Source: an optimization exercise on an open RTL-to-GDS flow (aim: small area, a short achievable clock period and few clock cycles). Production flows keep margins and buffers that such runs may drop.
Only simulation tests tie the RTL to the original design; equivalence was not proved.
Power figures rest on the tool's default switching activity, not on a simulated workload.

==> flow/design.v, too long to show whole: its modules and the start of the top module <==
// module jtlvi_core: 1088 lines
// module jtlvi_mem: 104 lines
// module jtlvi_add17: 47 lines
module jtlvi_core (
  input             clk,
  input             rst,         
  input             bus_valid,
  input             bus_we,
  input      [7:0]  bus_addr,
  input      [31:0] bus_wdata,
  output reg        rsp_valid,
  output reg [31:0] rsp_rdata,
  output reg        rsp_err,
  output reg        irq
);
  // ...
==> flow/flow/run.sh <==
#!/bin/bash
set -euo pipefail
bash standard.sh SETUP_SLACK_MARGIN=9.0 ABC_CLOCK_PERIOD_IN_PS=4500 finish > standard_flow.log 2>&1
==> flow/standard.sh <==
#!/bin/bash
# synth_recipe.tcl (not shown) runs the flow's synth.tcl, then flattens the netlist and writes it again
# the make line also repeats each setting of config.mk as NAME=value (left out here)
make -C /OpenROAD-flow-scripts/flow DESIGN_CONFIG=/design/flow/config.mk WORK_HOME=/design/flow/orfs CLKGATE_MAP_FILE= SYNTH_SCRIPT=/design/flow/synth_recipe.tcl "${@:-finish}"
==> flow/config.mk <==
export PLATFORM = sky130hd
export DESIGN_NAME = jtlvi_core
export DESIGN_NICKNAME = jtlvi_core
export VERILOG_FILES = /design/flow/design.v
export SDC_FILE = /design/flow/constraint.sdc
export NUM_CORES = 8
export LEC_CHECK = 0
export CAP_MARGIN = 30
export CORE_MARGIN = 2
export CORE_UTILIZATION = 40
export PLACE_DENSITY = 0.6
export SLEW_MARGIN = 30
==> flow/constraint.sdc <==
create_clock -name core_clock -period 14.0 [get_ports {clk}]
set_input_delay 2.8000 -clock core_clock [delete_from_list [all_inputs] [get_ports {clk}]]
set_output_delay 2.8000 -clock core_clock [all_outputs]
set_load 0.01 [all_outputs]
==> flow_summary.json, run 1 <==
{
  "pwr_density_cell_mw_per_mm2": 155,
  "bufAreaShareNonClock": 0.0439,
  "grt_pass1_vias": 143000,
  "rows": 244,
  "numClockSinks": 3313,
  "path_common_cell": "buf_4",
  "multi_input_cells": 11700,
  "synth_simple_gate_area_share": 0.118,
  "place.port_buffers": 78,
  "dr_total_vias": 157000,
  "hpwl_mm": 633,
  "run_status": "finished clean",
  "cts_max_level": 5,
  "met2WireLength_mm": 376,
  "yosysUniqueCellTypes": 116,
  "nWellTaps": 5904,
  "ioPinCount": 79,
  "hold_buffers": 0,
  "top_layer_used": "met5",
  "ff2ff_path_depth": 19,
  "postSynth.asyncResetShare": 0,
  "synth-edff-count": 2593,
  "sequentialPowerShare": 0.365,
  "crit_end": "pw1[2]$_DFFE_PP_",
  "maxSlewViolCount": 0,
  "pg_clk_mw": 10.0,
  "p_comb_frac": 0.318,
  "wire_per_inst_um": 38.7,
  "ir_drop_mv": 0.162,
  "fin_nets": 17700,
  "cpLargestDelayFamily": "compound AO/OA/AOI/OAI gates",
  "clock_skew_ps": 149,
  "rr_startpoint": "rd[4]$_DFF_P_",
  "busiest_layer": "met2",
  "synth_compound_area_frac": 0.200,
  "dpl-instance-area_sq_mm": 0.188,
  "tightestPinTransition_ps": 1220,
  "setup-violations-final": 0
}
Testbench counts, summed over its fixed seeds: cycles 29,842.
==> module jtlvi_core, before the edit <==
module jtlvi_core (
  input             clk,
  input             rst,         
  input             bus_valid,
  input             bus_we,
  input      [7:0]  bus_addr,
  input      [31:0] bus_wdata,
  output reg        rsp_valid,
  output reg [31:0] rsp_rdata,
  output reg        rsp_err,
  output reg        irq
);
  localparam [31:0] ID_VALUE  = 32'hD40E0100;
  localparam [5:0] R_ID = 6'h00, R_PARAM = 6'h01, R_CTRL = 6'h02, R_STATUS = 6'h03,
                   R_CMD = 6'h04, R_ERRCODE = 6'h05, R_ERRINFO0 = 6'h06,
                   R_ERRINFO1 = 6'h07, R_ERRINFO2 = 6'h08, R_ACC = 6'h09,
                   R_CKFEED = 6'h0A, R_MEMADDR = 6'h0B, R_MEMDATA8 = 6'h0C,
                   R_MEMDATA32 = 6'h0D, R_RESULT0 = 6'h18, R_RESULT1 = 6'h19,
                   R_RESULT2 = 6'h1A;
  localparam [5:0] E_BAD_COMMAND = 6'h01, E_BOUNDS = 6'h02, E_OVERLAP = 6'h03,
                   E_TAG_RANGE = 6'h10, E_TAG_RESERVED = 6'h11, E_VALUE_LENGTH = 6'h12,
                   E_VALUE_BOUNDS = 6'h13, E_VALUE_OVERLAP = 6'h14, E_OVERFLOW = 6'h15,
                   E_DEC_SHORT = 6'h20, E_DEC_MAGIC = 6'h21, E_DEC_CHECKSUM = 6'h22,
                   E_DEC_TRUNC_HEADER = 6'h23, E_DEC_TRUNC_VALUE = 6'h24,
                   E_DEC_CAPACITY = 6'h25;
  localparam [3:0] S_IDLE = 4'd0, S_DISP = 4'd1, S_CS = 4'd2, S_CSW = 4'd3,
                   S_DCK = 4'd4, S_DCHK = 4'd5, S_DW0 = 4'd6, S_DW1 = 4'd7,
                   S_DFIN = 4'd8, S_EV = 4'd9, S_ESZ1 = 4'd10, S_ESZ2 = 4'd11,
                   S_EM = 4'd12, S_CSW1 = 4'd13, S_DCKW = 4'd14, S_CSW2 = 4'd15;
  localparam [3:0] I_HDR = 4'd0, I_D0 = 4'd1, I_D1 = 4'd2, I_V0 = 4'd3, I_V1 = 4'd4,
                   I_V = 4'd5, I_SCAN = 4'd6, I_SNOP = 4'd7, I_SD0 = 4'd8,
                   I_SNOP2 = 4'd9, I_SV0 = 4'd10, I_TAIL = 4'd11, I_NX = 4'd12,
                   I_STOP = 4'd13, I_SC0 = 4'd14;
  localparam [3:0] K_NONE = 4'd0, K_HDR = 4'd1, K_VADDR = 4'd2, K_TV = 4'd3,
                   K_VLVA = 4'd4, K_VAL = 4'd5, K_SCAN = 4'd6, K_TRL = 4'd7,
                   K_PAT = 4'd8, K_ZPAD = 4'd9, K_CKW = 4'd10;
  localparam [3:0] X_HOLD = 4'd0, X_ZERO = 4'd1,
                   X0_CMD = 4'd2, X0_K = 4'd3, X0_A1 = 4'd4, X0_CK = 4'd5, X0_INC = 4'd6,
                   X0_OFF = 4'd7, X0_TOT = 4'd8, X0_EIDX = 4'd9,
                   X2_A1 = 4'd2, X2_T12 = 4'd3, X2_A3 = 4'd4, X2_A6 = 4'd5, X2_RDL = 4'd6,
                   X2_D40E = 4'd7, X2_S = 4'd8, X2_RDA = 4'd9, X2_FLAGS = 4'd10, X2_WL = 4'd11,
                   X2_RDB = 4'd12;
  localparam [4:0] Y_HOLD = 5'd0, Y_ZERO = 5'd1,
                   X1_A0 = 5'd2, X1_A2 = 5'd3, X1_A5 = 5'd4, X1_K = 5'd5, X1_A1 = 5'd6,
                   X1_RDH = 5'd7, X1_CK = 5'd8, X1_DREM = 5'd9, X1_A3 = 5'd10, X1_OFF = 5'd11,
                   X1_RDA = 5'd12, X1_TOT = 5'd13, X1_P = 5'd14, X1_WT = 5'd15, X1_RDB = 5'd16;
  localparam [2:0] W_NONE = 3'd0, W_END0 = 3'd1, W_END1 = 3'd2, W_TH = 3'd3, W_TV = 3'd4,
                   W_CAP = 3'd5;
  reg        ctrl_ie;
  reg        st_busy, st_done, st_busyacc, st_rangeacc;
  reg [31:0] cmd_r;
  reg [5:0]  errcode;
  reg [31:0] x0, x1, x2;
  reg        xv;            
  reg [15:0] acc;
  reg [31:0] mem_addr;
  reg [31:0] a0, a1, a2, a3, a4, a5, a6;
  wire [7:0] opc = cmd_r[7:0];
  reg        op_cs, op_en, op_de;   
  wire       f0  = cmd_r[8];
  wire       f1  = cmd_r[9];
  wire       rsv_ok = (cmd_r[31:10] == 22'd0);
  function [15:0] cstep(input [15:0] a, input [7:0] b);
    cstep = {a[0], a[15:1]} + {8'd0, b};
  endfunction
  reg        pf_v;
  reg [7:0]  pf_b;
  wire [15:0] acc_fed = cstep(acc, pf_b);
  wire [15:0] acc_eff = pf_v ? acc_fed : acc;
  reg [7:0]  ew_a;
  reg [63:0] ew_d;
  reg [3:0]  ew_n;
  reg        ew_wr;         
  reg        ew_ck;         
  reg        ew_ckw;        
  reg [7:0]  cs_b1;
  reg [10:0] cs_p2;
  reg [11:0] cs_p3;
  reg [12:0] cs_p4;
  reg [13:0] cs_p5;
  reg [14:0] cs_p6;
  reg [15:0] cs_p7;
  reg [16:0] cs_p8;
  reg [8:0]  cs_sel;        
  reg        cs_ck;         
  reg  [3:0]  state;
  reg  [7:0]  pa;
  reg  [4:0]  pw1;           
  reg  [63:0] rd;            
  wire [63:0] win;
  wire [7:0]  wp_a = ew_a;
  wire [63:0] wp_d = ew_ckw ? {ck, 48'd0} : ew_d;
  wire [3:0]  wp_n = ew_wr ? ew_n : 4'd0;
  jtlvi_mem u_mem (.clk(clk), .pa(pa), .pw1(pw1), .win(win),
                   .wp_a(wp_a), .wp_d(wp_d), .wp_n(wp_n));
  wire [5:0] widx    = bus_addr[7:2];
  wire       aligned = (bus_addr[1:0] == 2'b00);
  wire       mapped  = (widx <= R_MEMDATA32) || (widx >= 6'h10 && widx <= 6'h16) ||
                       (widx >= R_RESULT0 && widx <= R_RESULT2);
  wire bw = bus_valid && bus_we && !rst;
  wire br = bus_valid && !bus_we && !rst;
  wire [7:0] ahi = 8'd1 << bus_addr[6:4];
  wire       ah7 = !bus_addr[7];
  wire [3:0] alo = (bus_addr[1:0] == 2'b00) ? (4'd1 << bus_addr[3:2]) : 4'd0;
  wire wr_ctrl    = bw && ah7 && ahi[0] && alo[2];
  wire wr_status  = bw && ah7 && ahi[0] && alo[3];
  wire wr_cmd     = bw && ah7 && ahi[1] && alo[0];
  wire wr_acc     = bw && ah7 && ahi[2] && alo[1];
  wire wr_ckfeed  = bw && ah7 && ahi[2] && alo[2];
  wire wr_memaddr = bw && ah7 && ahi[2] && alo[3];
  wire wr_md8     = bw && ah7 && ahi[3] && alo[0];
  wire wr_md32    = bw && ah7 && ahi[3] && alo[1];
  wire rd_md8     = br && ah7 && ahi[3] && alo[0];
  wire rd_md32    = br && ah7 && ahi[3] && alo[1];
  wire [6:0] wr_arg;
  assign wr_arg[0] = bw && ah7 && ahi[4] && alo[0];
  assign wr_arg[1] = bw && ah7 && ahi[4] && alo[1];
  assign wr_arg[2] = bw && ah7 && ahi[4] && alo[2];
  assign wr_arg[3] = bw && ah7 && ahi[4] && alo[3];
  assign wr_arg[4] = bw && ah7 && ahi[5] && alo[0];
  assign wr_arg[5] = bw && ah7 && ahi[5] && alo[1];
  assign wr_arg[6] = bw && ah7 && ahi[5] && alo[2];
  wire wr_gated = wr_cmd || wr_acc || wr_ckfeed || wr_memaddr || wr_md8 || wr_md32 ||
                  (wr_arg != 7'd0);
  wire ma_hi0  = (mem_addr[31:8] == 24'd0);
  wire m8_inr  = ma_hi0;
  wire m32_inr = ma_hi0 && !(mem_addr[7:2] == 6'h3F && mem_addr[1:0] != 2'd0);
  wire srst = wr_ctrl && bus_wdata[1];
  wire errz = (errcode == 6'd0);
  wire m8_ok  = !st_busy && m8_inr;
  wire m32_ok = !st_busy && m32_inr;
  wire [31:0] mdata8  = {24'd0, win[63:56] & {8{m8_ok}}};
  wire [31:0] mdata32 = win[63:32] & {32{m32_ok}};
  wire xres = errz && !st_busy && xv;
  reg [31:0] rg0, rg1, rg2, rg3, rg4, rg5, rg6, rdata;
  always @* begin
    case (bus_addr[3:2])
      2'd0: rg0 = ID_VALUE;
      2'd1: rg0 = 32'd8;
      2'd2: rg0 = {31'd0, ctrl_ie};
      default: rg0 = {27'd0, st_rangeacc, st_busyacc, !errz, st_done, st_busy};
    endcase
    case (bus_addr[3:2])
      2'd0: rg1 = cmd_r;
      2'd1: rg1 = {26'd0, errcode};
      2'd2: rg1 = errz ? 32'd0 : x0;
      default: rg1 = errz ? 32'd0 : x1;
    endcase
    case (bus_addr[3:2])
      2'd0: rg2 = errz ? 32'd0 : x2;
      2'd1: rg2 = {16'd0, acc_eff};
      2'd2: rg2 = 32'd0;
      default: rg2 = mem_addr;
    endcase
    rg3 = 32'd0;
    case (bus_addr[3:2])
      2'd0: rg4 = a0;
      2'd1: rg4 = a1;
      2'd2: rg4 = a2;
      default: rg4 = a3;
    endcase
    case (bus_addr[3:2])
      2'd0: rg5 = a4;
      2'd1: rg5 = a5;
      2'd2: rg5 = a6;
      default: rg5 = 32'd0;
    endcase
    case (bus_addr[3:2])
      2'd0: rg6 = xres ? x0 : 32'd0;
      2'd1: rg6 = xres ? x1 : 32'd0;
      2'd2: rg6 = xres ? x2 : 32'd0;
      default: rg6 = 32'd0;
    endcase
    case (bus_addr[7:4])
      4'h0: rdata = rg0;
      4'h1: rdata = rg1;
      4'h2: rdata = rg2;
      4'h3: rdata = rg3;
      4'h4: rdata = rg4;
      4'h5: rdata = rg5;
      4'h6: rdata = rg6;
      default: rdata = 32'd0;
    endcase
  end
  always @(posedge clk) begin
    if (rst) begin
      rsp_valid <= 1'b0;
      rsp_rdata <= 32'd0;
      rsp_err   <= 1'b0;
    end else begin
      rsp_valid <= bus_valid;
      rsp_err   <= bus_valid && !(aligned && mapped);
      rsp_rdata <= (br && aligned) ? (rdata | ({32{ah7 && ahi[3] && alo[0]}} & mdata8) |
                                          ({32{ah7 && ahi[3] && alo[1]}} & mdata32)) : 32'd0;
    end
  end
  function le256(input [31:0] v);
    le256 = (v[31:9] == 23'd0) && !(v[8] && (v[7:0] != 8'd0));
  endfunction
  function inb(input [31:0] b, input lz, input lle, input [8:0] l9);
    inb = lz || (le256(b) && lle && ({1'b0, b[8:0]} + {1'b0, l9} <= 10'd256));
  endfunction
  function ovl(input [8:0] b1, input lz1, input [8:0] l1, input [8:0] b2, input lz2, input [8:0] l2);
    ovl = !lz1 && !lz2 && ({1'b0, b1} < {1'b0, b2} + {1'b0, l2}) &&
          ({1'b0, b2} < {1'b0, b1} + {1'b0, l1});
  endfunction
  wire a1z = (a1 == 32'd0), a3z = (a3 == 32'd0), a6z = (a6 == 32'd0);
  wire a1t_le = (a1[31:5] == 27'd0) && (a1[4:0] <= 5'd21);
  wire a3t_le = (a3[31:5] == 27'd0) && (a3[4:0] <= 5'd21);
  wire [8:0] a1t = {a1[4:0], 3'b000} + {1'b0, a1[4:0], 2'b00};
  wire [8:0] a3t = {a3[4:0], 3'b000} + {1'b0, a3[4:0], 2'b00};
  reg c_a0a1, c_a0t1, c_a2a3, c_a2t3, c_a5a6, c_oe1, c_oe2, c_od, c_lt4;
  reg [9:0] a23;            
  always @(posedge clk) begin
    a23    <= {1'b0, a2[8:0]} + {1'b0, a3[8:0]};
    c_a0a1 <= !inb(a0, a1z, le256(a1), a1[8:0]);
    c_a0t1 <= !inb(a0, a1z, a1t_le, a1t);
    c_a2a3 <= !inb(a2, a3z, le256(a3), a3[8:0]);
    c_a2t3 <= !inb(a2, a3z, a3t_le, a3t);
    c_a5a6 <= !inb(a5, a6z, le256(a6), a6[8:0]);
    c_oe1  <= ovl(a0[8:0], a1z, a1t, a2[8:0], a3z, a3[8:0]);
    c_oe2  <= ovl(a5[8:0], a6z, a6[8:0], a2[8:0], a3z, a3[8:0]);
    c_od   <= ovl(a0[8:0], a1z, a1[8:0], a2[8:0], a3z, a3t);
    c_lt4  <= (a1 < 32'd4);
  end
  wire [31:0] tx = opc[0] ? a3 : a1;
  wire [32:0] t12s = {1'b0, tx[28:0], 3'b000} + {1'b0, tx[29:0], 2'b00};
  wire [31:0] t12 = ((tx[31:29] != 3'd0) || t12s[32]) ? 32'hFFFFFFFF : t12s[31:0];
  reg [15:0] ck;
  reg [8:0]  cnt;           
  reg        first;         
  reg [8:0]  off;           
  reg [8:0]  rem;           
  reg [8:0]  sbase;         
  reg [23:0] prv;           
  reg        dstall;        
  reg        dlast;         
  wire [4:0] a04w1 = (a0[7:0] + 8'd12) >> 3;    
  reg        wk_act;        
  reg [2:0]  wk_ev;         
  reg [8:0]  hp;            
  reg [5:0]  jrec;
  reg [8:0]  hlen;
  reg [1:0]  wc;            
  reg [4:0]  eidx;          
  reg [5:0]  wrem;          
  reg [5:0]  ev_err;        
  reg [4:0]  ev_idx;        
  reg [12:0] elen;
  reg        vlz, vlle;
  reg [8:0]  vl9;
  reg        et;            
  reg [3:0]  iph;
  reg [3:0]  rk, rkd;       
  reg [3:0]  rkn, rknd;     
  reg [7:0]  wa;            
  reg [7:0]  dp;            
  reg [4:0]  rcnt;          
  reg [7:0]  iva;           
  reg [8:0]  ivr;           
  reg [8:0]  crem;          
  reg [8:0]  prem;          
  reg [8:0]  pwr;           
  reg [7:0]  pra;           
  reg        a6r;           
  reg        tflag;         
  reg [4:0]  si;
  reg [7:0]  sa;
  reg [4:0]  cs_idx;
  reg [7:0]  cs_d;
  reg        found, have_last;
  reg [20:0] best, last;
  reg [31:0] wtl;
  wire [15:0] btag = wtl[31:16];
  reg [15:0] tc0, tc1, tc2, tc3, tc4, tc5, tc6, tc7;
  reg [2:0]  tr0, tr1, tr2, tr3, tr4, tr5, tr6, tr7;
  reg        tcm;           
  reg [2:0]  nq;            
  wire [15:0] ns_tag = wtl[15:0];   
  reg [7:0]  ns_d;
  reg [7:0]  bd;
  wire [16:0] y1 = {1'b0, ck} + {8'd0, cs_b1, 1'b0};
  wire [16:0] y2 = {1'b0, ck} + {6'd0, cs_p2};
  wire [16:0] y3 = {1'b0, ck} + {5'd0, cs_p3};
  wire [16:0] y4 = {1'b0, ck} + {4'd0, cs_p4};
  wire [16:0] y5 = {1'b0, ck} + {3'd0, cs_p5};
  wire [16:0] y6 = {1'b0, ck} + {2'd0, cs_p6};
  wire [16:0] y7 = {1'b0, ck} + {1'd0, cs_p7};
  wire [17:0] y8 = {2'b0, ck} + {1'b0, cs_p8};
  wire g1 = y1[1] ^ y1[16], g2 = y2[2] ^ y2[16], g3 = y3[3] ^ y3[16], g4 = y4[4] ^ y4[16];
  wire g5 = y5[5] ^ y5[16], g6 = y6[6] ^ y6[16];
  wire c1 = ck[0];
  wire k1 = c1;                         
  wire k2 = c1 & g1;
  wire k3 = c1 & g1 & g2;
  wire k4 = c1 & g1 & g2 & g3;
  wire k5 = c1 & g1 & g2 & g3 & g4;
  wire k6 = c1 & g1 & g2 & g3 & g4 & g5;
  wire k7 = c1 & g1 & g2 & g3 & g4 & g5 & g6;
  wire c2 = y1[1] ^ (y1[16] & k1);
  wire c3 = y2[2] ^ (y2[16] & k2);
  wire c4 = y3[3] ^ (y3[16] & k3);
  wire c5 = y4[4] ^ (y4[16] & k4);
  wire c6 = y5[5] ^ (y5[16] & k5);
  wire c7 = y6[6] ^ (y6[16] & k6);
  wire c8 = y7[7] ^ (y7[16] & k7);
  wire       t1 = y1[16] ^ c1;
  wire [1:0] t2 = {1'b0, y2[16]} + {c2, c1};
  wire [2:0] t3 = {2'b0, y3[16]} + {c3, c2, c1};
  wire [3:0] t4 = {3'b0, y4[16]} + {c4, c3, c2, c1};
  wire [4:0] t5 = {4'b0, y5[16]} + {c5, c4, c3, c2, c1};
  wire [5:0] t6 = {5'b0, y6[16]} + {c6, c5, c4, c3, c2, c1};
  wire [6:0] t7 = {6'b0, y7[16]} + {c7, c6, c5, c4, c3, c2, c1};
  wire [7:0] t8 = {6'b0, y8[17:16]} + {c8, c7, c6, c5, c4, c3, c2, c1};
  reg  [15:0] ck_nx;
  always @*
    ck_nx = ({16{cs_sel[1]}} & {t1, y1[15:1]}) | ({16{cs_sel[2]}} & {t2, y2[15:2]}) |
            ({16{cs_sel[3]}} & {t3, y3[15:3]}) | ({16{cs_sel[4]}} & {t4, y4[15:4]}) |
            ({16{cs_sel[5]}} & {t5, y5[15:5]}) | ({16{cs_sel[6]}} & {t6, y6[15:6]}) |
            ({16{cs_sel[7]}} & {t7, y7[15:7]}) | ({16{cs_sel[8]}} & {t8, y8[15:8]}) |
            ({16{cs_sel[0]}} & ck);
  wire [3:0]  sn8 = (cnt >= 9'd8) ? 4'd8 : {1'b0, cnt[2:0]};
  wire        slast8 = (cnt <= 9'd8);
  wire [3:0]  vn = (crem >= 9'd8) ? 4'd8 : {1'b0, crem[2:0]};
  wire [20:0] skey = {rd[47:32], cs_idx};
  wire        scond = (!have_last || skey > last) && (!found || skey < best);
  wire [20:0] best_nx = scond ? skey : best;
  reg  [63:0] em_d;
  reg  [3:0]  em_n;
  always @* begin
    em_d = 64'd0;
    em_n = 4'd0;
    case (rkd)
      K_HDR:  begin em_d = {32'hD40E0000, 32'd0}; em_n = 4'd4; end
      K_TV:   begin em_d = {rd[47:32], rd[15:0], 32'd0}; em_n = 4'd4; end
      K_VLVA: begin em_d = {btag, rd[47:32], 32'd0}; em_n = 4'd4; end
      K_VAL:  begin em_d = rd; em_n = vn; end
      K_TRL:  begin em_d = {32'hFFFF0000, 32'd0}; em_n = 4'd4; end
      K_PAT:  begin
        em_n = rknd;
        if (a6[8:0] == 9'd1)      em_d = {8{rd[63:56]}};
        else if (a6[8:0] == 9'd2) em_d = {4{rd[63:48]}};
        else if (a6[8:0] == 9'd4) em_d = {2{rd[63:32]}};
        else                      em_d = rd;
      end
      K_ZPAD: begin em_d = 64'd0; em_n = rknd; end
      default: ;
    endcase
  end
  wire [3:0] prem8 = (prem >= 9'd8) ? 4'd8 : {1'b0, prem[2:0]};
  wire [3:0] pwr8  = (pwr >= 9'd8) ? 4'd8 : {1'b0, pwr[2:0]};
  wire [3:0] pcap  = a6r ? 4'd8 : pwr8;
  wire [3:0] pn    = (prem8 < pcap) ? prem8 : pcap;
  wire        a4nz  = (a4 != 32'd0);
  wire        a4big = (a4[31:13] != 19'd0);
  wire        enc_t = f1 || (a4nz && (a4big || (elen < a4[12:0])));
  wire        usep  = a4nz && (a4big || (elen < a4[12:0]));
  wire [31:0] enc_tot = usep ? a4 : {19'd0, elen};
  wire        enc_ovf = usep ? (a4 > a3) : ({19'd0, elen} > a3);
  wire [8:0]  enc_p = usep ? (a4[8:0] - elen[8:0]) : 9'd0;
  wire [8:0]  drem  = rem;                       
  wire        d_end = (rem == 9'd0);
  wire        d_th  = (rem < 9'd4);
  wire [8:0]  drem4 = drem - 9'd4;
  wire        d_cap = (a3 == {26'd0, x0[5:0]});
  wire [87:0] wwin = {prv, dstall ? {tc0, tc1, tc2, tc3} : rd};
  reg  [31:0] hdr;
  always @*
    case (off[2:0])
      3'd5: hdr = wwin[87:56];
      3'd6: hdr = wwin[79:48];
      3'd7: hdr = wwin[71:40];
      3'd0: hdr = wwin[63:32];
      3'd1: hdr = wwin[55:24];
      3'd2: hdr = wwin[47:16];
      3'd3: hdr = wwin[39:8];
      default: hdr = wwin[31:0];
    endcase
  wire        h_due = wk_act && (off <= sbase + 9'd4);
  wire        h_two = h_due && !d_end && !d_th && (off <= sbase) && (hdr[15:2] == 14'd0);
  wire        h_tv  = ({7'd0, drem4} < hdr[15:0]);
  wire [31:0] wA = rd[63:32], wB = rd[31:0];
  wire        bval = (wrem >= 6'd2);
  wire [5:0]  tag_err_A = (wA[31:16] != 16'd0) ? E_TAG_RANGE :
                          (wA[15:0] == 16'hFFFF) ? E_TAG_RESERVED : 6'd0;
  wire [5:0]  tag_err_B = (wB[31:16] != 16'd0) ? E_TAG_RANGE :
                          (wB[15:0] == 16'hFFFF) ? E_TAG_RESERVED : 6'd0;
  wire [5:0]  len_err_A = (wA[31:16] != 16'd0) ? E_VALUE_LENGTH : 6'd0;
  wire [5:0]  len_err_B = (wB[31:16] != 16'd0) ? E_VALUE_LENGTH : 6'd0;
  wire        lzA = (wA == 32'd0), lleA = le256(wA);
  function ovl_out(input [8:0] b1, input lz1, input [8:0] l1);
    ovl_out = !lz1 && !a3z && ({1'b0, b1} < a23) && ({1'b0, a2[8:0]} < {1'b0, b1} + {1'b0, l1});
  endfunction
  wire [5:0]  adr_err_A = !inb(wA, vlz, vlle, vl9) ? E_VALUE_BOUNDS :
                          ovl_out(wA[8:0], vlz, vl9) ? E_VALUE_OVERLAP : 6'd0;
  wire [5:0]  adr_err_B = !inb(wB, lzA, lleA, wA[8:0]) ? E_VALUE_BOUNDS :
                          ovl_out(wB[8:0], lzA, wA[8:0]) ? E_VALUE_OVERLAP : 6'd0;
  wire [5:0]  errA = (wc == 2'd0) ? tag_err_A : (wc == 2'd1) ? len_err_A : adr_err_A;
  wire [4:0]  tqn_i = (wc == 2'd0) ? eidx : eidx + 5'd1;
  wire        tqn_v = ((wc == 2'd0) || (wc == 2'd2 && bval)) && (tqn_i[4:3] == 2'd0);
  reg         tq_v;
  reg  [15:0] tin;
  reg  [2:0]  tin_i;
  wire [7:0]  tgt = {tc7 > tin, tc6 > tin, tc5 > tin, tc4 > tin,
                     tc3 > tin, tc2 > tin, tc1 > tin, tc0 > tin};
  wire [7:0]  tlt = (8'd1 << tin_i) - 8'd1;            
  wire [7:0]  tinc = tgt & tlt;
  wire [7:0]  tle  = ~tgt & tlt;
  wire [2:0]  trank = tle[0] + tle[1] + tle[2] + tle[3] + tle[4] + tle[5] + tle[6];
  wire [7:0]  tvalid = (a1[4:0] >= 5'd8) ? 8'hFF : ((8'd1 << a1[2:0]) - 8'd1);
  wire [7:0]  qsel = tvalid & {tr7 == nq, tr6 == nq, tr5 == nq, tr4 == nq,
                               tr3 == nq, tr2 == nq, tr1 == nq, tr0 == nq};
  wire [15:0] qtag = ({16{qsel[0]}} & tc0) | ({16{qsel[1]}} & tc1) | ({16{qsel[2]}} & tc2) |
                     ({16{qsel[3]}} & tc3) | ({16{qsel[4]}} & tc4) | ({16{qsel[5]}} & tc5) |
                     ({16{qsel[6]}} & tc6) | ({16{qsel[7]}} & tc7);
  wire [6:0]  q12 = ({7{qsel[1]}} & 7'd12) | ({7{qsel[2]}} & 7'd24) | ({7{qsel[3]}} & 7'd36) |
                    ({7{qsel[4]}} & 7'd48) | ({7{qsel[5]}} & 7'd60) | ({7{qsel[6]}} & 7'd72) |
                    ({7{qsel[7]}} & 7'd84);
  wire [5:0]  errB = !bval ? 6'd0 : (wc == 2'd0) ? len_err_B : (wc == 2'd1) ? adr_err_B : tag_err_B;
  reg        ie_n, done_n;  
  reg [3:0]  state_n;       
  reg        f_cs, f_dck, f_dw0, f_dw1, f_em;    
  reg        ckw_pend;      
  reg        hw_w, hw_4;    
  reg [7:0]  pa_n;          
  reg [4:0]  pw1_n;         
  reg        pe;            
  reg [3:0]  xs0, xs2;      
  reg [4:0]  xs1;           
  reg [2:0]  kv0;           
  reg        kv1;           
  reg        sb;            
  reg [4:0]  xe;            
  reg [63:0] st_d;          
  reg [3:0]  st_n;
  reg        st_wr, st_ck, st_ckw;
  reg [7:0]  st_a;
  wire [16:0] sp2, sp3, sp4, sp5, sp6, sp7, sp8, sq34, sq56, sq78, sq57, sq58;
  jtlvi_add17 u_s2  (.x({8'd0, ew_d[63:56], 1'b0}), .y({7'd0, ew_d[55:48], 2'b00}), .s(sp2));
  jtlvi_add17 u_s34 (.x({6'd0, ew_d[47:40], 3'b000}), .y({5'd0, ew_d[39:32], 4'b0000}), .s(sq34));
  jtlvi_add17 u_s56 (.x({4'd0, ew_d[31:24], 5'd0}), .y({3'd0, ew_d[23:16], 6'd0}), .s(sq56));
  jtlvi_add17 u_s78 (.x({2'd0, ew_d[15:8], 7'd0}), .y({1'd0, ew_d[7:0], 8'd0}), .s(sq78));
  jtlvi_add17 u_s57 (.x(sq56), .y({2'd0, ew_d[15:8], 7'd0}), .s(sq57));
  jtlvi_add17 u_s58 (.x(sq56), .y(sq78), .s(sq58));
  jtlvi_add17 u_s3  (.x(sp2), .y({6'd0, ew_d[47:40], 3'b000}), .s(sp3));
  jtlvi_add17 u_s4  (.x(sp2), .y(sq34), .s(sp4));
  jtlvi_add17 u_s5  (.x(sp4), .y({4'd0, ew_d[31:24], 5'd0}), .s(sp5));
  jtlvi_add17 u_s6  (.x(sp4), .y(sq56), .s(sp6));
  jtlvi_add17 u_s7  (.x(sp4), .y(sq57), .s(sp7));
  jtlvi_add17 u_s8  (.x(sp4), .y(sq58), .s(sp8));
  always @(posedge clk) begin
    ie_n = ctrl_ie; done_n = st_done; state_n = state;
    pa_n = pa;
    pw1_n = pw1; pe = 1'b0;
    xs0 = X_HOLD; xs1 = X_HOLD; xs2 = X_HOLD;
    kv0 = 3'd0; kv1 = 1'b0; sb = 1'b0; xe = 5'd0;
    st_d = 64'd0; st_n = 4'd0; st_wr = 1'b0; st_ck = 1'b0; st_ckw = 1'b0; st_a = wa;
    hw_w = 1'b0; hw_4 = 1'b0;
      if (pf_v) acc <= acc_fed;
      pf_v <= 1'b0;
      if (wr_ctrl) ie_n = bus_wdata[0];
      if (wr_status) begin
        if (bus_wdata[1]) done_n = 1'b0;
        if (bus_wdata[3]) st_busyacc  <= 1'b0;
        if (bus_wdata[4]) st_rangeacc <= 1'b0;
      end
      if (st_busy && (wr_gated || rd_md8 || rd_md32)) st_busyacc <= 1'b1;
      if (!st_busy) begin
        if (wr_cmd) begin
          cmd_r   <= bus_wdata;
          op_cs   <= (bus_wdata[7:0] == 8'h01) && (bus_wdata[31:10] == 22'd0) && !bus_wdata[9];
          op_en   <= (bus_wdata[7:0] == 8'h02) && (bus_wdata[31:10] == 22'd0);
          op_de   <= (bus_wdata[7:0] == 8'h03) && (bus_wdata[31:8] == 24'd0);
          done_n  = 1'b0;
          errcode <= 6'd0;
          st_busy <= 1'b1;
          state_n = S_DISP;
          setpa(a0[7:0]);
        end
        if (wr_acc)    acc <= bus_wdata[15:0];
        if (wr_ckfeed) begin pf_v <= 1'b1; pf_b <= bus_wdata[7:0]; end
        if (wr_memaddr) begin
          mem_addr <= bus_wdata;
          setpa(bus_wdata[7:0]);
        end
        if (wr_md8 || rd_md8) begin
          if (m8_inr) begin
            mem_addr <= {23'd0, mem_addr[8:0] + 9'd1};
            setpa(mem_addr[7:0] + 8'd1);
          end else st_rangeacc <= 1'b1;
        end
        if (wr_md32 || rd_md32) begin
          if (m32_inr) begin
            mem_addr <= {23'd0, mem_addr[8:0] + 9'd4};
            setpa(mem_addr[7:0] + 8'd4);
          end else st_rangeacc <= 1'b1;
        end
        if (wr_md8 && m8_inr) begin
          hw_w = 1'b1; hw_4 = 1'b0;
        end
        if (wr_md32 && m32_inr) begin
          hw_w = 1'b1; hw_4 = 1'b1;
        end
        if (wr_arg[0]) a0 <= bus_wdata;
        if (wr_arg[1]) a1 <= bus_wdata;
        if (wr_arg[2]) a2 <= bus_wdata;
        if (wr_arg[3]) a3 <= bus_wdata;
        if (wr_arg[4]) a4 <= bus_wdata;
        if (wr_arg[5]) a5 <= bus_wdata;
        if (wr_arg[6]) a6 <= bus_wdata;
      end
      rd   <= win;
      rkd  <= rk;
      rknd <= rkn;
      case (state)
        S_IDLE: ;
        S_DISP: begin
          xs0 = X_ZERO; xs1 = X_ZERO; xs2 = X_ZERO;
          setpe(pa + 8'd8);
          if (op_cs) begin
            if (c_a0a1) begin
              kv0 = 3'd1; fail(E_BOUNDS, X0_K, X1_A0, X2_A1);
            end else begin
              cnt   <= a1[8:0];
              state_n = a1z ? S_CSW : S_CS;    
            end
          end else if (op_en) begin
            if (c_a0t1) begin
              kv0 = 3'd2; fail(E_BOUNDS, X0_K, X1_A0, X2_T12);
            end else if (c_a2a3) begin
              kv0 = 3'd3; fail(E_BOUNDS, X0_K, X1_A2, X2_A3);
            end else if (c_a5a6) begin
              kv0 = 3'd4; fail(E_BOUNDS, X0_K, X1_A5, X2_A6);
            end else if (c_oe1) begin
              kv0 = 3'd2; fail(E_OVERLAP, X0_K, X1_K, X_ZERO);
            end else if (c_oe2) begin
              kv0 = 3'd4; fail(E_OVERLAP, X0_K, X1_K, X_ZERO);
            end else begin
              wc     <= 2'd0;
              eidx   <= 5'd0;
              wrem   <= {1'b0, a1[4:0]} + {a1[4:0], 1'b0};    
              ev_err <= 6'd0;
              elen   <= 13'd4;
              state_n = a1z ? S_ESZ1 : S_EV;
            end
          end else if (op_de) begin
            if (c_a0a1) begin
              kv0 = 3'd6; fail(E_BOUNDS, X0_K, X1_A0, X2_A1);
            end else if (c_a2t3) begin
              kv0 = 3'd7; fail(E_BOUNDS, X0_K, X1_A2, X2_T12);
            end else if (c_od) begin
              kv0 = 3'd6; kv1 = 1'b1; fail(E_OVERLAP, X0_K, X1_K, X_ZERO);
            end else if (c_lt4)
              fail(E_DEC_SHORT, X0_A1, X_ZERO, X_ZERO);
            else begin
              cnt   <= a1[8:0];
              first <= 1'b1;
              off   <= 9'd4;
              rem   <= a1[8:0] - 9'd4;
              sbase <= 9'd0;
              dstall <= 1'b0;
              wk_act <= 1'b1;
              wk_ev <= W_NONE;
              state_n = S_DCK;
            end
          end else begin
            fail(E_BAD_COMMAND, X0_CMD, X_ZERO, X_ZERO);
          end
        end
        S_CS: begin
          cnt  <= cnt - {5'd0, sn8};
          setpe(pa + 8'd8);
          if (slast8) state_n = S_CSW1;
        end
        S_CSW1: state_n = S_CSW2;
        S_CSW2: state_n = S_CSW;
        S_CSW: begin
          acc <= ck;
          xs0 = X0_CK; xs1 = X1_A1;
          finish();
        end
        S_DCK: begin
          if (h_due) begin
            if (d_end) begin
              wk_act <= 1'b0; wk_ev <= W_END0;
            end else if (d_th) begin
              wk_act <= 1'b0; wk_ev <= W_TH;
            end else if (hdr[31:16] == 16'hFFFF) begin
              wk_act <= 1'b0; wk_ev <= W_END1;
            end else if (h_tv) begin
              wk_act <= 1'b0; wk_ev <= W_TV; wtl <= hdr;
            end else if (d_cap) begin
              wk_act <= 1'b0; wk_ev <= W_CAP;
            end else begin
              xs0 = X0_INC;
              off <= off + 9'd4 + hdr[8:0];
              rem <= rem - 9'd4 - hdr[8:0];
            end
          end
          if (dstall) begin
            dstall <= 1'b0;
            sbase  <= sbase + 9'd8;
            prv    <= {tc2[7:0], tc3};
            if (dlast) begin
              setpe(a0[7:0] + 8'd4);
              state_n = S_DCKW;
            end else
              setpe(pa + 8'd8);
          end else begin
            first <= 1'b0;
            if (first) begin
              xs1 = X1_RDH;                      
              xs2 = X2_RDL;                      
            end
            cnt <= cnt - {5'd0, sn8};
            tc0 <= rd[63:48]; tc1 <= rd[47:32]; tc2 <= rd[31:16]; tc3 <= rd[15:0];
            dlast <= slast8;
            if (h_two) begin
              dstall <= 1'b1;
            end else begin
              sbase <= sbase + 9'd8;
              prv   <= rd[23:0];
              if (slast8)
                state_n = S_DCKW;
            end
            pe = 1'b0;
            pa_n  = h_two ? pa : slast8 ? a0[7:0] + 8'd4 : {pw1, pa[2:0]};
            pw1_n = h_two ? pw1 : slast8 ? a04w1 : pw1 + 5'd1;
          end
        end
        S_DCKW: begin
          first <= 1'b1;                         
          if (first) state_n = S_DCHK;
        end
        S_DCHK: begin
          if (x1[15:0] != 16'hD40E)
            fail(E_DEC_MAGIC, X_ZERO, X_HOLD, X2_D40E);
          else if (ck != x2[15:0])
            fail(E_DEC_CHECKSUM, X_ZERO, X1_CK, X_HOLD);
          else if (wk_act ? !d_end : (wk_ev == W_TH))
            fail(E_DEC_TRUNC_HEADER, X0_OFF, X1_DREM, X_ZERO);
          else if (!wk_act && wk_ev == W_TV)
            fail(E_DEC_TRUNC_VALUE, X0_OFF, X1_WT, X2_WL);
          else if (!wk_act && wk_ev == W_CAP)
            fail(E_DEC_CAPACITY, X0_OFF, X1_A3, X_ZERO);
          else
            end_pass0(!wk_act && wk_ev == W_END1);
        end
        S_DW0: begin
          hlen  <= rd[40:32];
          pa_n  = hp[7:0] + rd[39:32];
          pw1_n = (hp[7:0] + 8'd8 + rd[39:32]) >> 3; pe = 1'b0;
          state_n = S_DW1;
        end
        S_DW1: begin
          hp   <= hp + 9'd4 + hlen;
          jrec <= jrec + 6'd1;
          state_n = (jrec + 6'd1 == x0[5:0]) ? S_DFIN : S_DW0;
        end
        S_DFIN: begin
          acc <= ck;
          finish();
        end
        S_EV: begin
          if (ev_err != 6'd0) begin
            xe = ev_idx;
            fail(ev_err, X0_EIDX, X_HOLD, X_HOLD);
          end
          else begin
            setpe(pa + 8'd8);
            wrem <= wrem - 6'd2;
            ev_err <= (errA != 6'd0) ? errA : errB;
            ev_idx <= (errA != 6'd0 || wc != 2'd2) ? eidx : eidx + 5'd1;
            case (wc)
              2'd0: begin                        
                xs1 = X1_RDA;
                xs2 = (errA != 6'd0) ? X_ZERO : X2_RDB;
                vlz  <= (wB == 32'd0);
                vlle <= le256(wB);
                vl9  <= wB[8:0];
                wc   <= 2'd2;
              end
              2'd1: begin                        
                xs2 = (errA != 6'd0) ? X2_RDA : X2_RDB;
                vlz  <= lzA;
                vlle <= lleA;
                vl9  <= wA[8:0];
                if (bval) begin
                  elen <= elen + 13'd4 + {4'd0, wA[8:0]};
                  eidx <= eidx + 5'd1;
                end
                wc   <= 2'd0;
              end
              default: begin                     
                xs1 = (errA != 6'd0) ? X_HOLD : X1_RDB;
                xs2 = (errA != 6'd0) ? X2_RDA : X_ZERO;
                elen <= elen + 13'd4 + {4'd0, vl9};
                eidx <= eidx + 5'd1;
                wc   <= 2'd1;
              end
            endcase
            if (wrem <= 6'd2) state_n = S_ESZ1;
          end
        end
        S_ESZ1: begin
          if (ev_err != 6'd0) begin
            xe = ev_idx;
            fail(ev_err, X0_EIDX, X_HOLD, X_HOLD);
          end
          else begin
            et    <= enc_t;
            elen  <= elen + (enc_t ? 13'd4 : 13'd0);
            state_n = S_ESZ2;
          end
        end
        S_ESZ2: begin
          if (enc_ovf)
            fail(E_OVERFLOW, X_ZERO, X1_TOT, X2_A3);
          else begin
            xs0 = X0_TOT; xs1 = X1_P; xs2 = X2_FLAGS;
            wa    <= a2[7:0];
            iph   <= I_HDR;
            rk    <= K_NONE;
            rkd   <= K_NONE;
            rcnt  <= 5'd0;
            dp    <= a0[7:0];
            have_last <= 1'b0;
            ckw_pend <= 1'b0;
            tcm   <= f0 && (a1[4:0] <= 5'd8);
            nq    <= 3'd0;
            tflag <= et;
            prem  <= enc_p;
            pwr   <= a6[8:0];
            pra   <= a5[7:0];
            a6r   <= a6z || (a6[8:0] == 9'd1) || (a6[8:0] == 9'd2) || (a6[8:0] == 9'd4);
            si    <= 5'd0;
            sa    <= a0[7:0];
            state_n = S_EM;
          end
        end
        S_EM: begin
          wtl[15:0] <= qtag;
          ns_d   <= a0[7:0] + {1'b0, q12};
          case (rkd)
            K_TV:   crem <= rd[8:0];
            K_VLVA: crem <= rd[40:32];
            K_VAL:  crem <= crem - {5'd0, vn};
            K_SCAN: begin
              if (scond) begin
                best  <= skey;
                bd    <= cs_d;
                found <= 1'b1;
              end
            end
            default: ;
          endcase
          if (rkd == K_SCAN) begin
            cs_idx <= cs_idx + 5'd1;
            cs_d   <= cs_d + 8'd12;
          end else begin
            cs_idx <= 5'd0;
            cs_d   <= a0[7:0];
            found  <= 1'b0;
          end
          ckw_pend <= (rkd == K_CKW);
          if (ew_ckw) begin
            acc <= ck;
            finish();
          end
          rk  <= K_NONE;
          rkn <= 4'd0;
          case (iph)
            I_HDR: begin
              rk  <= K_HDR;
              iph <= a1z ? I_TAIL : !f0 ? I_D0 : tcm ? I_SC0 : I_SCAN;
            end
            I_D0: begin setpe(dp + 8'd8); rk <= K_VADDR; iph <= I_D1; end
            I_D1: begin setpe(dp);        rk <= K_TV;    iph <= I_V0; end
            I_V0: begin
              setpa(rd[39:32]);
              rk  <= K_VAL;
              iva <= rd[39:32] + 8'd8;
              iph <= I_V1;
            end
            I_V1: begin
              if (rd[8:0] > 9'd8) begin
                setpe(iva);
                rk  <= K_VAL;
                iva <= iva + 8'd8;
                ivr <= rd[8:0] - 9'd16;
                iph <= (rd[8:0] > 9'd16) ? I_V : I_NX;
              end else
                start_next();
            end
            I_V: begin
              setpe(iva);
              rk  <= K_VAL;
              iva <= iva + 8'd8;
              ivr <= ivr - 9'd8;
              if (ivr <= 9'd8) iph <= I_NX;
            end
            I_NX: start_next();
            I_SCAN: begin
              setpe(sa);
              rk <= K_SCAN;
              sa <= sa + 8'd12;
              si <= si + 5'd1;
              if (si + 5'd1 == a1[4:0]) iph <= I_SNOP;
            end
            I_SNOP: iph <= I_SD0;
            I_SD0: begin
              pa_n  = scond ? (cs_d + 8'd4) : (bd + 8'd4);
              pw1_n = scond ? ((cs_d + 8'd12) >> 3) : ((bd + 8'd12) >> 3); pe = 1'b0;
              rk <= K_VLVA;
              wtl[31:16] <= best_nx[20:5];
              last <= best_nx;
              have_last <= 1'b1;
              iph <= I_SNOP2;
            end
            I_SNOP2: iph <= I_SV0;
            I_SC0: sorted_cached();
            I_SV0: begin
              if (rd[40:32] != 9'd0) begin
                setpa(rd[7:0]);
                rk  <= K_VAL;
                iva <= rd[7:0] + 8'd8;
                ivr <= rd[40:32] - 9'd8;
                iph <= (rd[40:32] > 9'd8) ? I_V : I_NX;
              end else
                start_next();
            end
            I_TAIL: tail_issue();
            default: ;
          endcase
        end
        default: state_n = S_IDLE;
      endcase
    tq_v  <= (state == S_EV) && (ev_err == 6'd0) && tqn_v;
    tin   <= (wc == 2'd0) ? wA[15:0] : wB[15:0];
    tin_i <= tqn_i[2:0];
    if (tq_v) begin
      if (tinc[0]) tr0 <= tr0 + 3'd1;
      if (tinc[1]) tr1 <= tr1 + 3'd1;
      if (tinc[2]) tr2 <= tr2 + 3'd1;
      if (tinc[3]) tr3 <= tr3 + 3'd1;
      if (tinc[4]) tr4 <= tr4 + 3'd1;
      if (tinc[5]) tr5 <= tr5 + 3'd1;
      if (tinc[6]) tr6 <= tr6 + 3'd1;
      case (tin_i)
        3'd0: begin tc0 <= tin; tr0 <= trank; end
        3'd1: begin tc1 <= tin; tr1 <= trank; end
        3'd2: begin tc2 <= tin; tr2 <= trank; end
        3'd3: begin tc3 <= tin; tr3 <= trank; end
        3'd4: begin tc4 <= tin; tr4 <= trank; end
        3'd5: begin tc5 <= tin; tr5 <= trank; end
        3'd6: begin tc6 <= tin; tr6 <= trank; end
        default: begin tc7 <= tin; tr7 <= trank; end
      endcase
    end
    if (rst || srst) begin
      ie_n        = 1'b0;
      st_busy     <= 1'b0;
      done_n      = 1'b0;
      st_busyacc  <= 1'b0;
      st_rangeacc <= 1'b0;
      cmd_r       <= 32'd0;
      errcode     <= 6'd0;
      xv          <= 1'b0;
      acc         <= 16'd0;
      pf_v        <= 1'b0;
      mem_addr    <= 32'd0;
      a0 <= 32'd0; a1 <= 32'd0; a2 <= 32'd0; a3 <= 32'd0;
      a4 <= 32'd0; a5 <= 32'd0; a6 <= 32'd0;
      state_n     = S_IDLE;
      setpa(8'd0);
    end
    ctrl_ie <= ie_n;
    st_done <= done_n;
    irq     <= ie_n & done_n;
    pa  <= pa_n;
    pw1 <= pe ? pa_n[7:3] + 5'd1 : pw1_n;
    if (f_cs) begin
      st_d = rd; st_n = sn8; st_ck = 1'b1;
    end
    if (f_dck && !dstall) begin
      st_d = first ? {rd[63:48], 16'd0, rd[31:0]} : rd; st_n = sn8; st_ck = 1'b1;
    end
    if (f_dw0) begin
      st_d = {16'd0, rd[63:48], 16'd0, rd[47:32]}; st_n = 4'd8; st_wr = 1'b1;
    end
    if (f_dw1) begin
      st_d = {23'd0, hp, 32'd0}; st_n = 4'd4; st_wr = 1'b1;
    end
    if (f_em) begin
      if (ckw_pend) begin
        st_a = a2[7:0] + 8'd2; st_n = 4'd2; st_wr = 1'b1; st_ckw = 1'b1;
      end else begin
        st_d = em_d; st_n = em_n; st_wr = 1'b1; st_ck = 1'b1;
      end
    end
    state <= state_n;
    f_cs  <= (state_n == S_CS);
    f_dck <= (state_n == S_DCK);
    f_dw0 <= (state_n == S_DW0);
    f_dw1 <= (state_n == S_DW1);
    f_em  <= (state_n == S_EM);
    if (hw_w) begin
      ew_a   <= mem_addr[7:0];
      ew_d   <= hw_4 ? {bus_wdata, 32'd0} : {bus_wdata[7:0], 56'd0};
      ew_n   <= hw_4 ? 4'd4 : 4'd1;
      ew_wr  <= 1'b1;
      ew_ck  <= 1'b0;
      ew_ckw <= 1'b0;
    end else begin
      ew_a   <= st_a;
      ew_d   <= st_d;
      ew_n   <= st_n;
      ew_wr  <= st_wr;
      ew_ck  <= st_ck;
      ew_ckw <= st_ckw;
    end
    cs_b1  <= ew_d[63:56];
    cs_p2  <= sp2;
    cs_p3  <= sp3;
    cs_p4  <= sp4;
    cs_p5  <= sp5;
    cs_p6  <= sp6;
    cs_p7  <= sp7;
    cs_p8  <= sp8;
    cs_sel <= 9'd1 << ew_n;
    cs_ck  <= ew_ck;
    if (st_wr) wa <= wa + {4'd0, st_n};
    if (cs_ck) ck <= ck_nx;
    if (state == S_DISP) ck <= (op_cs && f0) ? acc : 16'd0;
    if (state == S_ESZ2) ck <= 16'd0;
    case (xs0)
      X_ZERO:  x0 <= 32'd0;
      X0_CMD:  x0 <= cmd_r;
      X0_K:    x0 <= {29'd0, kv0};
      X0_A1:   x0 <= a1;
      X0_CK:   x0 <= {16'd0, ck};
      X0_INC:  x0 <= x0 + 32'd1;
      X0_OFF:  x0 <= {23'd0, off};
      X0_TOT:  x0 <= enc_tot;
      X0_EIDX: x0 <= {27'd0, xe};
      default: ;
    endcase
    case (xs1)
      X_ZERO:  x1 <= 32'd0;
      X1_A0:   x1 <= a0;
      X1_A2:   x1 <= a2;
      X1_A5:   x1 <= a5;
      X1_K:    x1 <= kv1 ? 32'd7 : 32'd3;
      X1_A1:   x1 <= a1;
      X1_RDH:  x1 <= {16'd0, rd[63:48]};
      X1_CK:   x1 <= {16'd0, ck};
      X1_DREM: x1 <= {23'd0, drem};
      X1_A3:   x1 <= a3;
      X1_OFF:  x1 <= {23'd0, off};
      X1_RDA:  x1 <= wA;
      X1_TOT:  x1 <= enc_tot;
      X1_P:    x1 <= {23'd0, enc_p};
      X1_WT:   x1 <= {16'd0, wtl[31:16]};
      X1_RDB:  x1 <= wB;
      default: ;
    endcase
    case (xs2)
      X_ZERO:   x2 <= 32'd0;
      X2_A1:    x2 <= a1;
      X2_T12:   x2 <= t12;
      X2_A3:    x2 <= a3;
      X2_A6:    x2 <= a6;
      X2_RDL:   x2 <= {16'd0, rd[47:32]};
      X2_D40E:  x2 <= 32'h0000D40E;
      X2_S:     x2 <= {31'd0, sb};
      X2_RDA:   x2 <= wA;
      X2_FLAGS: x2 <= {30'd0, et & !f1, et};
      X2_WL:    x2 <= {16'd0, wtl[15:0]};
      X2_RDB:   x2 <= wB;
      default: ;
    endcase
  end
  task fail(input [5:0] code, input [3:0] s0, input [4:0] s1, input [3:0] s2);
    begin
      errcode <= code;
      xs0     = s0;
      xs1     = s1;
      xs2     = s2;
      finish();
    end
  endtask
  task setpa(input [7:0] x);
    begin
      pa_n  = x;
      pw1_n = x[7:3] + 5'd1;
      pe    = 1'b0;
    end
  endtask
  task setpe(input [7:0] x);
    begin
      pa_n  = x;
      pe    = 1'b1;
    end
  endtask
  task finish;
    begin
      xv      <= 1'b1;
      st_busy <= 1'b0;
      done_n  = 1'b1;
      state_n = S_IDLE;
      setpe(mem_addr[7:0]);
    end
  endtask
  task end_pass0(input s);
    begin
      xs1 = X1_OFF;
      xs2 = X2_S;
      sb  = s;
      if (x0[5:0] == 6'd0) begin
        acc <= ck;
        finish();
      end else begin
        hp    <= a0[8:0] + 9'd8;
        jrec  <= 6'd0;
        wa    <= a2[7:0];
        state_n = S_DW0;
      end
    end
  endtask
  task start_next;
    begin
      if (rcnt + 5'd1 == a1[4:0]) begin
        iph <= I_TAIL;
        tail_issue();
      end else begin
        rcnt <= rcnt + 5'd1;
        if (f0 && tcm)
          sorted_cached();
        else if (f0) begin
          setpe(a0[7:0]);
          rk  <= K_SCAN;
          sa  <= a0[7:0] + 8'd12;
          si  <= 5'd1;
          iph <= I_SCAN;
        end else begin
          setpe(dp + 8'd20);
          rk  <= K_VADDR;
          dp  <= dp + 8'd12;
          iph <= I_D1;
        end
      end
    end
  endtask
  task sorted_cached;
    begin
      setpe(ns_d + 8'd4);
      rk   <= K_VLVA;
      wtl[31:16] <= ns_tag;
      nq   <= nq + 3'd1;
      iph  <= I_SNOP2;
    end
  endtask
  task tail_issue;
    begin
      if (tflag) begin
        rk    <= K_TRL;
        tflag <= 1'b0;
      end else if (prem == 9'd0) begin
        rk  <= K_CKW;
        iph <= I_STOP;
      end else begin
        rk   <= a6z ? K_ZPAD : K_PAT;
        setpe(pra);
        rkn  <= pn;
        prem <= prem - {5'd0, pn};
        if (!a6r) begin
          if (pwr == {5'd0, pn}) begin
            pwr <= a6[8:0];
            pra <= a5[7:0];
          end else begin
            pwr <= pwr - {5'd0, pn};
            pra <= pra + {4'd0, pn};
          end
        end
      end
    end
  endtask
endmodule
==> inputs of run 2 (changes only) <==
--- a/flow/design.v
+++ b/flow/design.v
@@ -30,7 +30,7 @@
   localparam [3:0] I_HDR = 4'd0, I_D0 = 4'd1, I_D1 = 4'd2, I_V0 = 4'd3, I_V1 = 4'd4,
                    I_V = 4'd5, I_SCAN = 4'd6, I_SNOP = 4'd7, I_SD0 = 4'd8,
                    I_SNOP2 = 4'd9, I_SV0 = 4'd10, I_TAIL = 4'd11, I_NX = 4'd12,
-                   I_STOP = 4'd13, I_SC0 = 4'd14;
+                   I_STOP = 4'd13, I_SC0 = 4'd14, I_SD1 = 4'd15;
   localparam [3:0] K_NONE = 4'd0, K_HDR = 4'd1, K_VADDR = 4'd2, K_TV = 4'd3,
                    K_VLVA = 4'd4, K_VAL = 4'd5, K_SCAN = 4'd6, K_TRL = 4'd7,
                    K_PAT = 4'd8, K_ZPAD = 4'd9, K_CKW = 4'd10;
@@ -324,7 +324,6 @@
   wire [3:0]  vn = (crem >= 9'd8) ? 4'd8 : {1'b0, crem[2:0]};
   wire [20:0] skey = {rd[47:32], cs_idx};
   wire        scond = (!have_last || skey > last) && (!found || skey < best);
-  wire [20:0] best_nx = scond ? skey : best;
   reg  [63:0] em_d;
   reg  [3:0]  em_n;
   always @* begin
@@ -399,13 +398,17 @@
   wire [4:0]  tqn_i = (wc == 2'd0) ? eidx : eidx + 5'd1;
   wire        tqn_v = ((wc == 2'd0) || (wc == 2'd2 && bval)) && (tqn_i[4:3] == 2'd0);
   reg         tq_v;
+  reg         dk_mag, dk_th, dk_tv, dk_cap, dk_e1;    
   reg  [15:0] tin;
   reg  [2:0]  tin_i;
   wire [7:0]  tgt = {tc7 > tin, tc6 > tin, tc5 > tin, tc4 > tin,
                      tc3 > tin, tc2 > tin, tc1 > tin, tc0 > tin};
-  wire [7:0]  tlt = (8'd1 << tin_i) - 8'd1;            
-  wire [7:0]  tinc = tgt & tlt;
-  wire [7:0]  tle  = ~tgt & tlt;
+  reg         tq_v2;
+  reg  [7:0]  tgt_r;
+  reg  [2:0]  tin_i2;
+  wire [7:0]  tlt = (8'd1 << tin_i2) - 8'd1;           
+  wire [7:0]  tinc = tgt_r & tlt;
+  wire [7:0]  tle  = ~tgt_r & tlt;
   wire [2:0]  trank = tle[0] + tle[1] + tle[2] + tle[3] + tle[4] + tle[5] + tle[6];
   wire [7:0]  tvalid = (a1[4:0] >= 5'd8) ? 8'hFF : ((8'd1 << a1[2:0]) - 8'd1);
   wire [7:0]  qsel = tvalid & {tr7 == nq, tr6 == nq, tr5 == nq, tr4 == nq,
@@ -425,6 +428,7 @@
   reg [7:0]  pa_n;          
   reg [4:0]  pw1_n;         
   reg        pe;            
+  reg  [7:0]  pe_a;          
   reg [3:0]  xs0, xs2;      
   reg [4:0]  xs1;           
   reg [2:0]  kv0;           
@@ -451,7 +455,7 @@
   always @(posedge clk) begin
     ie_n = ctrl_ie; done_n = st_done; state_n = state;
     pa_n = pa;
-    pw1_n = pw1; pe = 1'b0;
+    pw1_n = pw1; pe = 1'b0; pe_a = 8'd0;
     xs0 = X_HOLD; xs1 = X_HOLD; xs2 = X_HOLD;
     kv0 = 3'd0; kv1 = 1'b0; sb = 1'b0; xe = 5'd0;
     st_d = 64'd0; st_n = 4'd0; st_wr = 1'b0; st_ck = 1'b0; st_ckw = 1'b0; st_a = wa;
@@ -630,21 +634,26 @@
         end
         S_DCKW: begin
           first <= 1'b1;                         
+          dk_mag <= (x1[15:0] != 16'hD40E);
+          dk_th  <= wk_act ? !d_end : (wk_ev == W_TH);
+          dk_tv  <= !wk_act && (wk_ev == W_TV);
+          dk_cap <= !wk_act && (wk_ev == W_CAP);
+          dk_e1  <= !wk_act && (wk_ev == W_END1);
           if (first) state_n = S_DCHK;
         end
         S_DCHK: begin
-          if (x1[15:0] != 16'hD40E)
+          if (dk_mag)
             fail(E_DEC_MAGIC, X_ZERO, X_HOLD, X2_D40E);
           else if (ck != x2[15:0])
             fail(E_DEC_CHECKSUM, X_ZERO, X1_CK, X_HOLD);
-          else if (wk_act ? !d_end : (wk_ev == W_TH))
+          else if (dk_th)
             fail(E_DEC_TRUNC_HEADER, X0_OFF, X1_DREM, X_ZERO);
-          else if (!wk_act && wk_ev == W_TV)
+          else if (dk_tv)
             fail(E_DEC_TRUNC_VALUE, X0_OFF, X1_WT, X2_WL);
-          else if (!wk_act && wk_ev == W_CAP)
+          else if (dk_cap)
             fail(E_DEC_CAPACITY, X0_OFF, X1_A3, X_ZERO);
           else
-            end_pass0(!wk_act && wk_ev == W_END1);
+            end_pass0(dk_e1);
         end
         S_DW0: begin
           hlen  <= rd[40:32];
@@ -808,12 +817,13 @@
               if (si + 5'd1 == a1[4:0]) iph <= I_SNOP;
             end
             I_SNOP: iph <= I_SD0;
-            I_SD0: begin
-              pa_n  = scond ? (cs_d + 8'd4) : (bd + 8'd4);
-              pw1_n = scond ? ((cs_d + 8'd12) >> 3) : ((bd + 8'd12) >> 3); pe = 1'b0;
+            I_SD0: iph <= I_SD1;               
+            I_SD1: begin
+              pa_n  = bd + 8'd4;
+              pw1_n = (bd + 8'd12) >> 3; pe = 1'b0;
               rk <= K_VLVA;
-              wtl[31:16] <= best_nx[20:5];
-              last <= best_nx;
+              wtl[31:16] <= best[20:5];
+              last <= best;
               have_last <= 1'b1;
               iph <= I_SNOP2;
             end
@@ -838,7 +848,22 @@
     tq_v  <= (state == S_EV) && (ev_err == 6'd0) && tqn_v;
     tin   <= (wc == 2'd0) ? wA[15:0] : wB[15:0];
     tin_i <= tqn_i[2:0];
+    tq_v2  <= tq_v;
+    tgt_r  <= tgt;
+    tin_i2 <= tin_i;
     if (tq_v) begin
+      case (tin_i)
+        3'd0: tc0 <= tin;
+        3'd1: tc1 <= tin;
+        3'd2: tc2 <= tin;
+        3'd3: tc3 <= tin;
+        3'd4: tc4 <= tin;
+        3'd5: tc5 <= tin;
+        3'd6: tc6 <= tin;
+        default: tc7 <= tin;
+      endcase
+    end
+    if (tq_v2) begin
       if (tinc[0]) tr0 <= tr0 + 3'd1;
       if (tinc[1]) tr1 <= tr1 + 3'd1;
       if (tinc[2]) tr2 <= tr2 + 3'd1;
@@ -846,15 +871,15 @@
       if (tinc[4]) tr4 <= tr4 + 3'd1;
       if (tinc[5]) tr5 <= tr5 + 3'd1;
       if (tinc[6]) tr6 <= tr6 + 3'd1;
-      case (tin_i)
-        3'd0: begin tc0 <= tin; tr0 <= trank; end
-        3'd1: begin tc1 <= tin; tr1 <= trank; end
-        3'd2: begin tc2 <= tin; tr2 <= trank; end
-        3'd3: begin tc3 <= tin; tr3 <= trank; end
-        3'd4: begin tc4 <= tin; tr4 <= trank; end
-        3'd5: begin tc5 <= tin; tr5 <= trank; end
-        3'd6: begin tc6 <= tin; tr6 <= trank; end
-        default: begin tc7 <= tin; tr7 <= trank; end
+      case (tin_i2)
+        3'd0: tr0 <= trank;
+        3'd1: tr1 <= trank;
+        3'd2: tr2 <= trank;
+        3'd3: tr3 <= trank;
+        3'd4: tr4 <= trank;
+        3'd5: tr5 <= trank;
+        3'd6: tr6 <= trank;
+        default: tr7 <= trank;
       endcase
     end
     if (rst || srst) begin
@@ -878,7 +903,7 @@
     st_done <= done_n;
     irq     <= ie_n & done_n;
     pa  <= pa_n;
-    pw1 <= pe ? pa_n[7:3] + 5'd1 : pw1_n;
+    pw1 <= pe ? pe_a[7:3] + 5'd1 : pw1_n;
     if (f_cs) begin
       st_d = rd; st_n = sn8; st_ck = 1'b1;
     end
@@ -999,6 +1024,7 @@
   task setpe(input [7:0] x);
     begin
       pa_n  = x;
+      pe_a  = x;
       pe    = 1'b1;
     end
   endtask
==> flow_summary.json, run 2 <==
{
  "run_status": "finished clean",
  "dpl-instance-area_sq_mm": 0.188,
  "dr.first_iter.drc_count": 29000,
  "post-synth-top-area-fraction": 0.441,
  "cts.clk_slew.worst_paths_ps": 60,
  "path_class": "flop to flop",
  "tightestPinTransition_ps": 1180,
  "pwr_density_cell_mw_per_mm2": 139,
  "drc": 0,
  "mostFrequentLayoutCells": "edfxtp_1, nand2_1, a21oi_1, nor2_1, o21ai_0",
  "firstDrtPassIters": 14,
  "start_util": 0.401,
  "drive_gt1_frac": 0.140,
  "required_ps": 14740,
  "yosysUniqueCellTypes": 116,
  "gp_congestion": 1.07,
  "clock_skew_ps": 96.1,
  "die_h_um": 669,
  "holdCritPathClass": "flop to flop",
  "grt_max_degree": 93,
  "slowest_delay_ps": 1030,
  "ctsRootBufferMaster": "clkbuf_16",
  "wire_per_inst_um": 39.9,
  "grt_overflow": 0,
  "core_sq_mm": 0.441,
  "critPathArrivalTime_ps": 6000,
  "grt_pass1_vias": 144000,
  "die_width_um": 669,
  "synth_area_leader_cell": "edfxtp_1",
  "grt.total_usage": 0.392,
  "fillers": 40800,
  "yosysWarnings": 2,
  "fin_crit_ps": 5260,
  "fmax_mhz": 190,
  "antenna_found_initial": 106,
  "setup-violations-final": 0,
  "relSlewSlack": 0.208,
  "ioPinCount": 79,
  "cts_buffer_depth": 4,
  "dr_total_vias": 158000,
  "synthFlopType": "edfxtp_1",
  "avgViaCountPerCell": 6.85,
  "path_buf_inv": 2,
  "synth-edff-count": 2598,
  "finalHoldViolations": 0,
  "fin_crit_sh": 0.376,
  "cp-end-kind": "flop",
  "fin_cells": 23000,
  "grt_pass1_wl_mm": 1230,
  "synth_seq_area_share": 0.523,
  "synth_seq_cells": 3329,
  "crit_path_top_delay_cell": "a222oi_1",
  "dp.cells": 22100,
  "dieArea_sq_mm": 0.448,
  "crit_fanout": 32,
  "postSynth.asyncResetShare": 0,
  "cpLargestDelayFamily": "compound AO/OA/AOI/OAI gates",
  "seq_area_sq_mm": 0.0928,
  "mostFrequentLayoutCell": "edfxtp_1",
  "synth_area_sq_mm": 0.177,
  "hpwl_mm": 640,
  "areaGrowthSynthToFinish_pct": 15.1,
  "numCtsBuffers": 365,
  "fin_area_sq_mm": 0.204,
  "maxSlewViolCount": 0,
  "finalSetupTns_ps": 0,
  "p_leak_nw": 69.8,
  "synthCells": 16600,
  "fin_nets": 17600,
  "cts_tree": "built",
  "rows": 244,
  "syn-mean-instance-area_sq_um": 10.7,
  "path_cells": "nor4_1, nand4_1, nor4_4, a21boi_2, o21ai_0, a21oi_2, nand2_1, mux2i_4, buf_12, a2111oi_4, buf_4, a222oi_1, nand3_1",
  "rsz0062_at_grt": "yes",
  "power_mw": 28.3,
  "start_kind": "flop",
  "cts_max_level": 5,
  "postRouteAntennaNets": 0,
  "worstSkewPairLatency_ps": 1050,
  "drv_cap": 0,
  "ir_drop_mv": 0.123,
  "synth_commonest_cells": "edfxtp_1, nand2_1, a21oi_1",
  "synthTopCellsByArea": "edfxtp_1, dfxtp_1, ha_1",
  "place.port_buffers": 78,
  "numClockSinks": 3329,
  "routed_wl_mm": 919,
  "multi_input_area_sq_mm": 0.0811,
  "yosysMostFrequentCell": "edfxtp_1"
}
run 2: kinds of logic after synthesis:
logic type / share of synthesized area
compound gates: 0.199
xor+xnor: 0.0323
fa+ha+maj: 0.0598
buf+inv: 0.0368
flops: 0.523
mux: 0.0335
other cells: 0.0000212
simple gates: 0.115
run 2: final cells by class:
type | instances | area share
multi-input cells | 11600 | 0.398
flip-flops and latches | 3329 | 0.455
clock inverters | 190 | 0.00957
well taps | 5904 | 0.0362
clock buffers | 485 | 0.0497
inverters | 480 | 0.00890
repair buffers | 932 | 0.0414
diodes | 90 | 0.00110
run 2: path summary, 6_finish.rpt:
| path | from | endpoint | slack [ps] | depth (start not counted) |
|---|---|---|---|---|
| worst max-delay path | a3[26]$_SDFFE_PN0P_ | x2[5]$_SDFFCE_PN0P_ | 8740 | 13 |
| worst min-delay path | rkn[3]$_SDFFCE_PN0P_ | rknd[3]$_DFF_P_ | 340 | 0 |
| worst max register to register | a3[26]$_SDFFE_PN0P_ | x2[5]$_SDFFCE_PN0P_ | 8740 | 13 |
| worst min register to register | rkn[3]$_SDFFCE_PN0P_ | rknd[3]$_DFF_P_ | 340 | 0 |
run 2: worst reg2reg max path: stages, from the launching register on:
cell and delay, ps:
dfxtp_2 390, nor4_1 420, nand4_1 410, nor4_4 460, a21boi_2 260, o21ai_0 200
a21oi_2 300, nand2_1 140, mux2i_4 350, buf_12 360, a2111oi_4 80, buf_4 300
a222oi_1 1110, nand3_1 180
run 2: where the power goes:
group | leakage [nW] | total (mW) | switching, mW | internal [mW]
combinational | 35.6 | 7.13 | 5.14 | 1.99
clock | 5.89 | 9.94 | 4.34 | 5.60
sequential | 28.2 | 11.2 | 0.417 | 10.8
total | 69.8 | 28.3 | 9.90 | 18.4
run 2: what timing repair did:
item | CTS | global route
hold buffers | 0 | 0
buffers inserted | 61 | 50
pin swaps | 37 | 43
gates resized for setup | 323 | 159
gates cloned | 15 | 4
setup endpoints to repair | 837 | 416
run 2: metrics by stage:
stage / hold slack (ps) / utilization / setup WS, ps
2_1_floorplan: 310 / - / 8490
3_3_place_gp: 328 / 0.424 / 6250
3_5_place_dp: 333 / 0.426 / 6200
4_1_cts: 344 / 0.458 / 9000
5_1_grt: 350 / 0.462 / 8940
6_report: 342 / 0.462 / 8740
run 2: metal layers:
layer  wire (um)  GRT usage  up-vias
met2      380000      0.559    12800
met1      328000      0.486    77800
met5         589    0.00266        -
met3      122000      0.125     3192
met4       88200      0.316       58
li1            -          -    63900
Testbench counts of run 2, summed over its fixed seeds: cycles 29,842.

-- separate check: timing with driven ports --
How much do the figures lean on ideal ports? The routed layouts below were timed once more, with nothing changed but the port constraints.
Step 1: set_driving_cell puts a clkbuf_16 on clk and a buf_2 on each other input, an assumption about the parent block.
Step 2, shift: input delay + t, output delay - t, t = (earliest + latest rising clock arrival at the registers) / 2. This alone moves slack from input paths to output paths.
Slacks: ideal / step 1 / step 2; pairs: ideal / step 1.
run | t (ns) | slack for setup (ns) | hold WS [ns]
run 1 | 1.150 | 8.727 / 8.709 / 7.559 | 0.452 / 0.452 / 0.452
run 2 | 1.107 | 8.742 / 8.742 / 7.735 | 0.342 / 0.342 / 0.342
After both steps every run listed still meets setup and hold. For run 1, which loses most, drivers alone change the setup slack by -0.018 ns; drivers and shift together by -1.168 ns.
